This is an optimization exercise on Yosys and OpenROAD, whose aim is small area and a short achievable clock period, not a production implementation.
Only simulation tests tie the RTL to the original design; equivalence was not proved.

==> run Y: inputs <==
==> flow/design.v (excerpt) <==
module rfid_core (
    input  wire        clk,
    input  wire        reset,               
    input  wire        rx_valid,
    input  wire [7:0]  rx_data,
    input  wire [31:0] now_ms,
    input  wire        adc_dout,
    input  wire [31:0] cfg_debounce_ms,
    input  wire [31:0] cfg_sentinel_tag,
    input  wire [31:0] cfg_scale_divisor,   
    input  wire [31:0] cfg_weight_period_ms,
    input  wire [31:0] cfg_ready_timeout_ms,
    input  wire        cfg_timeout_en,
    output wire        rx_accept,
    output wire        adc_sck,
    output reg         feed_valid,
    output reg  [1:0]  feed_result,
    output reg         decoded_valid,
    output wire [31:0] decoded_tag,
    output wire [7:0]  decoded_version,
    output wire        decoded_ok,
    output wire [2:0]  diag,
    output wire        scan_valid,
    output wire [31:0] scan_tag,
    output wire [31:0] scan_weight,
    output wire        disp_valid,
    output wire [1:0]  disp_kind,
    output wire [1:0]  disp_state,
    output wire [23:0] disp_raw,
    output wire [31:0] disp_grams
);
export LEC_CHECK = 0
export CAP_MARGIN = 20
export CORE_MARGIN = 2
export CORE_UTILIZATION = 60
export CTS_BUF_LIST = sky130_fd_sc_hd__clkbuf_4 sky130_fd_sc_hd__clkbuf_8
export SLEW_MARGIN = 20
create_clock -name core_clock -period 200.0 [get_ports {clk}]
standard.sh (not shown) runs the stock make flow with config.mk's settings and CLKGATE_MAP_FILE= SYNTH_SCRIPT=/design/flow/synth_recipe.tcl, a recipe that flattens the netlist after the stock synthesis.
==> flow/flow/run.sh <==
#!/bin/bash
# Standard layout, with plain buf_1 cells as the port buffers, and a clock
# tree of clkbuf_4/clkbuf_8 with larger sink clusters and no dummy loads.
set -euo pipefail
export BUFFER_PORTS_ARGS="-buffer_cell sky130_fd_sc_hd__buf_1"
export CTS_ARGS="-sink_clustering_enable -repair_clock_nets -dont_use_dummy_load -sink_clustering_size 12 -sink_clustering_max_diameter 60 -buf_list {sky130_fd_sc_hd__clkbuf_4 sky130_fd_sc_hd__clkbuf_8}"
bash standard.sh > standard_flow.log 2>&1
==> inputs of run H, as changes to run Y <==
--- a/flow/design.v
+++ b/flow/design.v
@@ -1025,23 +1025,23 @@
     output wire        rx_accept,
     output wire        adc_sck,
     output reg         feed_valid,
     output reg  [1:0]  feed_result,
     output reg         decoded_valid,
     output wire [31:0] decoded_tag,
     output wire [7:0]  decoded_version,
     output wire        decoded_ok,
-    output wire [2:0]  diag,
-    output wire        scan_valid,
+    output reg  [2:0]  diag,
+    output reg         scan_valid,
     output wire [31:0] scan_tag,
     output wire [31:0] scan_weight,
-    output wire        disp_valid,
-    output wire [1:0]  disp_kind,
-    output wire [1:0]  disp_state,
+    output reg         disp_valid,
+    output reg  [1:0]  disp_kind,
+    output reg  [1:0]  disp_state,
     output wire [23:0] disp_raw,
     output wire [31:0] disp_grams
 );
     localparam [1:0] M_BOOT = 2'd0, M_READY = 2'd1, M_ADC = 2'd2;
     localparam [1:0] P_STARTUP = 2'd0, P_TARE = 2'd1, P_REFRESH = 2'd2;
     localparam [1:0] S_IDLE = 2'd0, S_ACC = 2'd1, S_EXP = 2'd2;
     localparam [1:0] FR_INCOMPLETE = 2'd0, FR_FRAME = 2'd1,
                      FR_OVERFLOW = 2'd2, FR_MALFORMED = 2'd3;
@@ -1170,18 +1170,16 @@
     rfid_inc #(24) u_rnd (.a ({1'b1, qlo[23:1]}), .ci (qlo[0]), .s (mq_r), .co (mq_c));
     wire [7:0]  bexp  = 8'd149 - {3'd0, lz} - {3'd0, ed} + {7'd0, hi}
                         + {7'd0, mq_c};
     wire [31:0] weight = nz ? {sn ^ sd, bexp, mq_r[22:0]} : {sd, 31'd0};
     assign disp_raw    = adc_raw;
     assign disp_grams  = weight;
     assign scan_weight = sample_grams;
     reg capture, tare_req;
-    reg [2:0] diag_f;            
-    reg       dv_st;             
     reg [31:0] scan_tag_r;
     assign scan_tag = scan_tag_r;
     always @* begin
         n_mode               = mode;
         n_adc_purpose        = adc_purpose;
         n_adc_phase          = adc_phase;
         n_adc_shift          = adc_shift;
         n_cursor             = cursor;
@@ -1197,98 +1195,109 @@
         n_cap_valid          = cap_valid;
         n_cap_tag            = cap_tag;
         n_tare_offset        = tare_offset;
         n_sample_grams       = sample_grams;
         n_last_refresh_time  = last_refresh_time;
         feed_valid    = 1'b0;
         feed_result   = FR_INCOMPLETE;
         decoded_valid = 1'b0;
-        diag_f        = D_NONE;
-        dv_st         = 1'b0;
+        diag          = D_NONE;
+        scan_valid    = 1'b0;
+        disp_valid    = 1'b0;
+        disp_kind     = DK_READY;
+        disp_state    = S_IDLE;
         capture  = 1'b0;
         tare_req = 1'b0;
         scan_tag_r = cap_tag;
         if (!reset) begin
             case (mode)
             M_BOOT: begin
                 n_mode              = M_ADC;
                 n_adc_purpose       = P_STARTUP;
                 n_adc_phase         = 6'd0;
                 n_last_refresh_time = now_ms;
             end
             M_ADC: begin
                 if (adc_phase == 6'd0) begin
                     if (!adc_dout) begin
                         n_adc_phase = 6'd1;
                     end else if (cfg_timeout_en && el_lim) begin
+                        diag   = D_TIMEOUT;
                         n_mode = M_READY;
-                        if (adc_purpose == P_STARTUP)
+                        if (adc_purpose == P_STARTUP) begin
                             n_last_refresh_time = now_ms;
+                            disp_valid = 1'b1;
+                            disp_kind  = DK_READY;
+                        end
                     end
                 end else if (adc_phase != 6'd50) begin
                     if (adc_phase[0] && adc_phase != 6'd49)
                         n_adc_shift = {adc_shift[22:0], adc_dout};
                     n_adc_phase = adc_phase + 6'd1;
                     if (adc_phase >= 6'd47 && adc_purpose != P_TARE)
                         n_sample_grams[24:0] = div_ld ? a_in : ws_o;
                 end else begin
                     n_mode = M_READY;
                     case (adc_purpose)
                     P_STARTUP: begin
                         n_tare_offset       = adc_raw;
                         n_sample_grams      = {sd, 31'd0};
                         n_last_refresh_time = now_ms;
-                        dv_st = 1'b1;
+                        disp_valid = 1'b1;
+                        disp_kind  = DK_READY;
                     end
                     P_TARE: begin
                         n_tare_offset = adc_raw;
                     end
                     default: begin
                         n_sample_grams = weight;
-                        dv_st = 1'b1;
+                        disp_valid = 1'b1;
+                        disp_kind  = DK_WEIGHT;
                     end
                     endcase
                 end
             end
             default: begin
                 if (rx_valid) begin
                     if (sess_state == S_IDLE) begin
                         n_sess_state         = S_ACC;
                         n_session_start_time = now_ms;
                         n_cap_valid          = 1'b0;
-                        dv_st = 1'b1;
+                        disp_valid = 1'b1;
+                        disp_kind  = DK_STATE;
+                        disp_state = S_ACC;
                     end
                     n_last_byte_time = now_ms;
                     feed_valid = 1'b1;
                     if (cur >= 4'd14) begin
                         n_cursor    = 4'd0;
-                        diag_f      = D_OVERFLOW;
+                        diag        = D_OVERFLOW;
                         feed_result = FR_OVERFLOW;
                     end else if (is_end) begin
                         n_cursor = 4'd0;
                         if (cur == 4'd13) begin
                             feed_result = FR_FRAME;
                             if (start_f) begin
                                 decoded_valid = 1'b1;
                                 if (!ok_a)
-                                    diag_f = D_INVHEX;
+                                    diag = D_INVHEX;
                                 else if (!fold_ok)
-                                    diag_f = D_CHECKSUM;
+                                    diag = D_CHECKSUM;
                                 if (dec_ok && sess_state != S_EXP) begin
                                     if (sent_eq)
                                         tare_req = 1'b1;
                                     else
                                         capture = 1'b1;
                                 end
                             end else begin
-                                diag_f = D_MALFORMED;
+                                diag = D_MALFORMED;
                             end
                         end else begin
-                            diag_f      = D_MALFORMED;
+                            diag        = D_MALFORMED;
                             feed_result = FR_MALFORMED;
                         end
                     end else begin
                         n_cursor    = cur + 4'd1;
                         feed_result = FR_INCOMPLETE;
                         if (cur == 4'd0) begin
                             n_start_f = is_start;
                             n_fold    = 8'd0;
@@ -1309,49 +1318,42 @@
                 end
                 if (capture) begin
                     n_cap_valid = 1'b1;
                     n_cap_tag   = hexsr[31:0];
                     scan_tag_r  = hexsr[31:0];
                 end
                 if (sess_state == S_ACC && el_win) begin
                     n_sess_state = S_EXP;
+                    disp_valid = 1'b1;
+                    disp_kind  = DK_STATE;
+                    disp_state = S_EXP;
+                    if (n_cap_valid)
+                        scan_valid = 1'b1;
                 end else if (sess_state == S_EXP && !rx_valid && el_lim) begin
                     n_sess_state = S_IDLE;
                     n_cap_valid  = 1'b0;
+                    disp_valid = 1'b1;
+                    disp_kind  = DK_STATE;
+                    disp_state = S_IDLE;
                 end
                 if (tare_req) begin
                     n_mode        = M_ADC;
                     n_adc_purpose = P_TARE;
                     n_adc_phase   = 6'd0;
                 end else if (rf_due) begin
                     n_last_refresh_time = now_ms;
                     n_mode        = M_ADC;
                     n_adc_purpose = P_REFRESH;
                     n_adc_phase   = 6'd0;
                 end
             end
             endcase
         end
     end
-    wire m_ready = !reset && (mode != M_BOOT) && (mode != M_ADC);
-    wire m_adc   = !reset && (mode == M_ADC);
-    wire ev_win  = m_ready && (sess_state == S_ACC) && el_win;
-    wire ev_lim  = (m_ready && (sess_state == S_EXP) && !rx_valid) ||
-                   (m_adc && (adc_phase == 6'd0) && adc_dout && cfg_timeout_en);
-    wire ev_tmo  = m_adc && (adc_phase == 6'd0) && adc_dout && cfg_timeout_en && el_lim;
-    assign disp_valid = dv_st || ev_win || (ev_lim && el_lim &&
-                        (m_ready || (adc_purpose == P_STARTUP)));
-    assign scan_valid = ev_win && (cap_valid || capture);
-    assign diag       = diag_f | {ev_tmo, 1'b0, ev_tmo};
-    assign disp_kind  = (mode == M_ADC) ?
-                        (((adc_purpose == P_STARTUP) || (adc_purpose == P_TARE)) ? DK_READY : DK_WEIGHT) :
-                        DK_STATE;
-    assign disp_state = (sess_state == S_IDLE) ? S_ACC :
-                        ((sess_state == S_ACC) ? S_EXP : S_IDLE);
     always @(posedge clk) begin
         if (reset) begin
             mode         <= M_BOOT;
             cursor       <= 4'd0;
             sess_state   <= S_IDLE;
             cap_valid    <= 1'b0;
             tare_offset  <= 24'd0;
             sample_grams <= 32'd0;
==> inputs of run K, as changes to run Y <==
--- a/flow/design.v
+++ b/flow/design.v
@@ -1025,23 +1025,23 @@
     output wire        rx_accept,
     output wire        adc_sck,
     output reg         feed_valid,
     output reg  [1:0]  feed_result,
     output reg         decoded_valid,
     output wire [31:0] decoded_tag,
     output wire [7:0]  decoded_version,
     output wire        decoded_ok,
-    output wire [2:0]  diag,
-    output wire        scan_valid,
+    output reg  [2:0]  diag,
+    output reg         scan_valid,
     output wire [31:0] scan_tag,
     output wire [31:0] scan_weight,
-    output wire        disp_valid,
-    output wire [1:0]  disp_kind,
-    output wire [1:0]  disp_state,
+    output reg         disp_valid,
+    output reg  [1:0]  disp_kind,
+    output reg  [1:0]  disp_state,
     output wire [23:0] disp_raw,
     output wire [31:0] disp_grams
 );
     localparam [1:0] M_BOOT = 2'd0, M_READY = 2'd1, M_ADC = 2'd2;
     localparam [1:0] P_STARTUP = 2'd0, P_TARE = 2'd1, P_REFRESH = 2'd2;
     localparam [1:0] S_IDLE = 2'd0, S_ACC = 2'd1, S_EXP = 2'd2;
     localparam [1:0] FR_INCOMPLETE = 2'd0, FR_FRAME = 2'd1,
                      FR_OVERFLOW = 2'd2, FR_MALFORMED = 2'd3;
@@ -1065,23 +1065,20 @@
     reg        cap_valid;
     reg [31:0] cap_tag;
     reg [23:0] tare_offset;
     reg [31:0] sample_grams;
     reg [31:0] last_refresh_time;  
     reg [31:0] dx;
     reg [4:0]  ed;
     reg        d_done;
-    reg [24:0] wc;
-    wire [24:0] ws = sample_grams[24:0];   
+    reg [24:0] ws, wc;
     reg [15:0] qph, qmh;
-    wire [4:0] lz = dx[7:3];
-    wire       hi = dx[2];
-    wire       sn = dx[1];
-    wire       nz = dx[0];
+    reg [4:0]  lz;
+    reg        hi, sn, nz;
     reg [1:0]  n_mode;
     reg [1:0]  n_adc_purpose;
     reg [5:0]  n_adc_phase;
     reg [23:0] n_adc_shift;
     reg [3:0]  n_cursor;
     reg        n_start_f;
     reg [39:0] n_hexsr;
     reg [7:0]  n_fold;
@@ -1170,18 +1167,16 @@
     rfid_inc #(24) u_rnd (.a ({1'b1, qlo[23:1]}), .ci (qlo[0]), .s (mq_r), .co (mq_c));
     wire [7:0]  bexp  = 8'd149 - {3'd0, lz} - {3'd0, ed} + {7'd0, hi}
                         + {7'd0, mq_c};
     wire [31:0] weight = nz ? {sn ^ sd, bexp, mq_r[22:0]} : {sd, 31'd0};
     assign disp_raw    = adc_raw;
     assign disp_grams  = weight;
     assign scan_weight = sample_grams;
     reg capture, tare_req;
-    reg [2:0] diag_f;            
-    reg       dv_st;             
     reg [31:0] scan_tag_r;
     assign scan_tag = scan_tag_r;
     always @* begin
         n_mode               = mode;
         n_adc_purpose        = adc_purpose;
         n_adc_phase          = adc_phase;
         n_adc_shift          = adc_shift;
         n_cursor             = cursor;
@@ -1197,98 +1192,109 @@
         n_cap_valid          = cap_valid;
         n_cap_tag            = cap_tag;
         n_tare_offset        = tare_offset;
         n_sample_grams       = sample_grams;
         n_last_refresh_time  = last_refresh_time;
         feed_valid    = 1'b0;
         feed_result   = FR_INCOMPLETE;
         decoded_valid = 1'b0;
-        diag_f        = D_NONE;
-        dv_st         = 1'b0;
+        diag          = D_NONE;
+        scan_valid    = 1'b0;
+        disp_valid    = 1'b0;
+        disp_kind     = DK_READY;
+        disp_state    = S_IDLE;
         capture  = 1'b0;
         tare_req = 1'b0;
         scan_tag_r = cap_tag;
         if (!reset) begin
             case (mode)
             M_BOOT: begin
                 n_mode              = M_ADC;
                 n_adc_purpose       = P_STARTUP;
                 n_adc_phase         = 6'd0;
                 n_last_refresh_time = now_ms;
             end
             M_ADC: begin
                 if (adc_phase == 6'd0) begin
                     if (!adc_dout) begin
                         n_adc_phase = 6'd1;
                     end else if (cfg_timeout_en && el_lim) begin
+                        diag   = D_TIMEOUT;
                         n_mode = M_READY;
-                        if (adc_purpose == P_STARTUP)
+                        if (adc_purpose == P_STARTUP) begin
                             n_last_refresh_time = now_ms;
+                            disp_valid = 1'b1;
+                            disp_kind  = DK_READY;
+                        end
                     end
-                end else if (adc_phase != 6'd50) begin
-                    if (adc_phase[0] && adc_phase != 6'd49)
+                end else if (adc_phase[0]) begin
+                    if (adc_phase != 6'd49)
                         n_adc_shift = {adc_shift[22:0], adc_dout};
                     n_adc_phase = adc_phase + 6'd1;
-                    if (adc_phase >= 6'd47 && adc_purpose != P_TARE)
-                        n_sample_grams[24:0] = div_ld ? a_in : ws_o;
+                end else if (adc_phase != 6'd50) begin
+                    n_adc_phase = adc_phase + 6'd1;
                 end else begin
                     n_mode = M_READY;
                     case (adc_purpose)
                     P_STARTUP: begin
                         n_tare_offset       = adc_raw;
                         n_sample_grams      = {sd, 31'd0};
                         n_last_refresh_time = now_ms;
-                        dv_st = 1'b1;
+                        disp_valid = 1'b1;
+                        disp_kind  = DK_READY;
                     end
                     P_TARE: begin
                         n_tare_offset = adc_raw;
                     end
                     default: begin
                         n_sample_grams = weight;
-                        dv_st = 1'b1;
+                        disp_valid = 1'b1;
+                        disp_kind  = DK_WEIGHT;
                     end
                     endcase
                 end
             end
             default: begin
                 if (rx_valid) begin
                     if (sess_state == S_IDLE) begin
                         n_sess_state         = S_ACC;
                         n_session_start_time = now_ms;
                         n_cap_valid          = 1'b0;
-                        dv_st = 1'b1;
+                        disp_valid = 1'b1;
+                        disp_kind  = DK_STATE;
+                        disp_state = S_ACC;
                     end
                     n_last_byte_time = now_ms;
                     feed_valid = 1'b1;
                     if (cur >= 4'd14) begin
                         n_cursor    = 4'd0;
-                        diag_f      = D_OVERFLOW;
+                        diag        = D_OVERFLOW;
                         feed_result = FR_OVERFLOW;
                     end else if (is_end) begin
                         n_cursor = 4'd0;
                         if (cur == 4'd13) begin
                             feed_result = FR_FRAME;
                             if (start_f) begin
                                 decoded_valid = 1'b1;
                                 if (!ok_a)
-                                    diag_f = D_INVHEX;
+                                    diag = D_INVHEX;
                                 else if (!fold_ok)
-                                    diag_f = D_CHECKSUM;
+                                    diag = D_CHECKSUM;
                                 if (dec_ok && sess_state != S_EXP) begin
                                     if (sent_eq)
                                         tare_req = 1'b1;
                                     else
                                         capture = 1'b1;
                                 end
                             end else begin
-                                diag_f = D_MALFORMED;
+                                diag = D_MALFORMED;
                             end
                         end else begin
-                            diag_f      = D_MALFORMED;
+                            diag        = D_MALFORMED;
                             feed_result = FR_MALFORMED;
                         end
                     end else begin
                         n_cursor    = cur + 4'd1;
                         feed_result = FR_INCOMPLETE;
                         if (cur == 4'd0) begin
                             n_start_f = is_start;
                             n_fold    = 8'd0;
@@ -1309,49 +1315,42 @@
                 end
                 if (capture) begin
                     n_cap_valid = 1'b1;
                     n_cap_tag   = hexsr[31:0];
                     scan_tag_r  = hexsr[31:0];
                 end
                 if (sess_state == S_ACC && el_win) begin
                     n_sess_state = S_EXP;
+                    disp_valid = 1'b1;
+                    disp_kind  = DK_STATE;
+                    disp_state = S_EXP;
+                    if (n_cap_valid)
+                        scan_valid = 1'b1;
                 end else if (sess_state == S_EXP && !rx_valid && el_lim) begin
                     n_sess_state = S_IDLE;
                     n_cap_valid  = 1'b0;
+                    disp_valid = 1'b1;
+                    disp_kind  = DK_STATE;
+                    disp_state = S_IDLE;
                 end
                 if (tare_req) begin
                     n_mode        = M_ADC;
                     n_adc_purpose = P_TARE;
                     n_adc_phase   = 6'd0;
                 end else if (rf_due) begin
                     n_last_refresh_time = now_ms;
                     n_mode        = M_ADC;
                     n_adc_purpose = P_REFRESH;
                     n_adc_phase   = 6'd0;
                 end
             end
             endcase
         end
     end
-    wire m_ready = !reset && (mode != M_BOOT) && (mode != M_ADC);
-    wire m_adc   = !reset && (mode == M_ADC);
-    wire ev_win  = m_ready && (sess_state == S_ACC) && el_win;
-    wire ev_lim  = (m_ready && (sess_state == S_EXP) && !rx_valid) ||
-                   (m_adc && (adc_phase == 6'd0) && adc_dout && cfg_timeout_en);
-    wire ev_tmo  = m_adc && (adc_phase == 6'd0) && adc_dout && cfg_timeout_en && el_lim;
-    assign disp_valid = dv_st || ev_win || (ev_lim && el_lim &&
-                        (m_ready || (adc_purpose == P_STARTUP)));
-    assign scan_valid = ev_win && (cap_valid || capture);
-    assign diag       = diag_f | {ev_tmo, 1'b0, ev_tmo};
-    assign disp_kind  = (mode == M_ADC) ?
-                        (((adc_purpose == P_STARTUP) || (adc_purpose == P_TARE)) ? DK_READY : DK_WEIGHT) :
-                        DK_STATE;
-    assign disp_state = (sess_state == S_IDLE) ? S_ACC :
-                        ((sess_state == S_ACC) ? S_EXP : S_IDLE);
     always @(posedge clk) begin
         if (reset) begin
             mode         <= M_BOOT;
             cursor       <= 4'd0;
             sess_state   <= S_IDLE;
             cap_valid    <= 1'b0;
             tare_offset  <= 24'd0;
             sample_grams <= 32'd0;
@@ -1397,23 +1396,26 @@
                 d_done <= 1'b1;
                 if ((&dx[31:8]) & d_inc) begin
                     dx[31:8] <= 24'h800000;
                     ed       <= ed + 5'd1;
                 end else begin
                     dx[31:8] <= d_neg;
                 end
             end
-        end else if (div_ld) begin
-            dx[7:0] <= {lz_in, hi_in, sn_in,
-                        (an_in != 24'd0) && (adc_purpose != P_STARTUP)};
         end
     end
     always @(posedge clk) begin
         if (div_ld) begin
+            ws <= a_in;
             wc <= q0_in ? {nd, 1'b0} : {1'b1, nd};
+            lz <= lz_in;
+            hi <= hi_in;
+            sn <= sn_in;
+            nz <= (an_in != 24'd0) && (adc_purpose != P_STARTUP);
         end else begin
+            ws <= ws_o;
             wc <= wc_o;
         end
         qph <= {qph[7:0], qp};
         qmh <= {qmh[7:0], qm};
     end
 endmodule
==> flow/flow/run.sh (replaced) <==
#!/bin/bash
# Standard layout, with plain buf_1 cells as the port buffers and no CTS
# dummy loads.
set -euo pipefail
export BUFFER_PORTS_ARGS="-buffer_cell sky130_fd_sc_hd__buf_1"
export CTS_ARGS="-sink_clustering_enable -repair_clock_nets -dont_use_dummy_load -buf_list sky130_fd_sc_hd__clkbuf_4"
bash standard.sh > standard_flow.log 2>&1
CTS_BUF_LIST = sky130_fd_sc_hd__clkbuf_4   (was sky130_fd_sc_hd__clkbuf_4 sky130_fd_sc_hd__clkbuf_8)
==> notes.md <==
| item | run K | run H | run Y |
|---|---|---|---|
| Result of the run | complete, no violations | complete, no violations | complete, no violations |
| Register area | 0.0103 mm² | 0.00957 mm² | 0.00957 mm² |
| Post-DP HPWL | 74,500 µm | 77,700 µm | 78,000 µm |
| Number of flops mapped to enable cells by yosys | 220 | 212 | 212 |
| GR met2 Demand/Resource | 0.554 | 0.591 | 0.555 |
| Floorplan Core Area | 0.0540 mm² | 0.0536 mm² | 0.0527 mm² |
| Initial DRC count | 2,812 | 3,202 | 3,291 |
| # clk buffers | 107 | 42 | 43 |
| CTS Sinks | 405 | 372 | 372 |
| Max Clock Freq | 0.0115 GHz | 0.0117 GHz | 0.0115 GHz |
| # rows | 85 | 85 | 84 |
| Critical Path Max Stage Delay | 0.41 ns | 0.40 ns | 0.61 ns |

## port drivers added, routing unchanged
The results above use ideal ports. As a check the final layouts listed here were re-extracted and re-timed, cells and wires unchanged. Step 1 (the two cells are an assumption about what drives the block):
set clk [get_ports {clk}]
set_driving_cell -lib_cell sky130_fd_sc_hd__clkbuf_16 $clk
set_driving_cell -lib_cell sky130_fd_sc_hd__buf_2 [delete_from_list [all_inputs] $clk]
Step 2 adds t to the input delays and takes it off the output delays; t is the mean of the earliest and latest rising clock arrival at the registers after step 1. Input paths then give back, and output paths get back, about the clock's delay inside the block. Slacks: ideal / step 1 / step 2; pairs: ideal / step 1.
run	t, ns	setup WS [ns]	worst register clock-pin slew, ns
run Y	0.678	113.373 / 113.350 / 113.350	0.09 / 0.09
run H	0.681	114.247 / 114.216 / 114.216	0.09 / 0.09
run K	0.867	113.041 / 112.991 / 112.991	0.07 / 0.07
After both steps every run listed still meets setup and hold. For run K, which loses most, drivers alone change the setup slack by -0.050 ns; drivers and shift together by -0.050 ns.
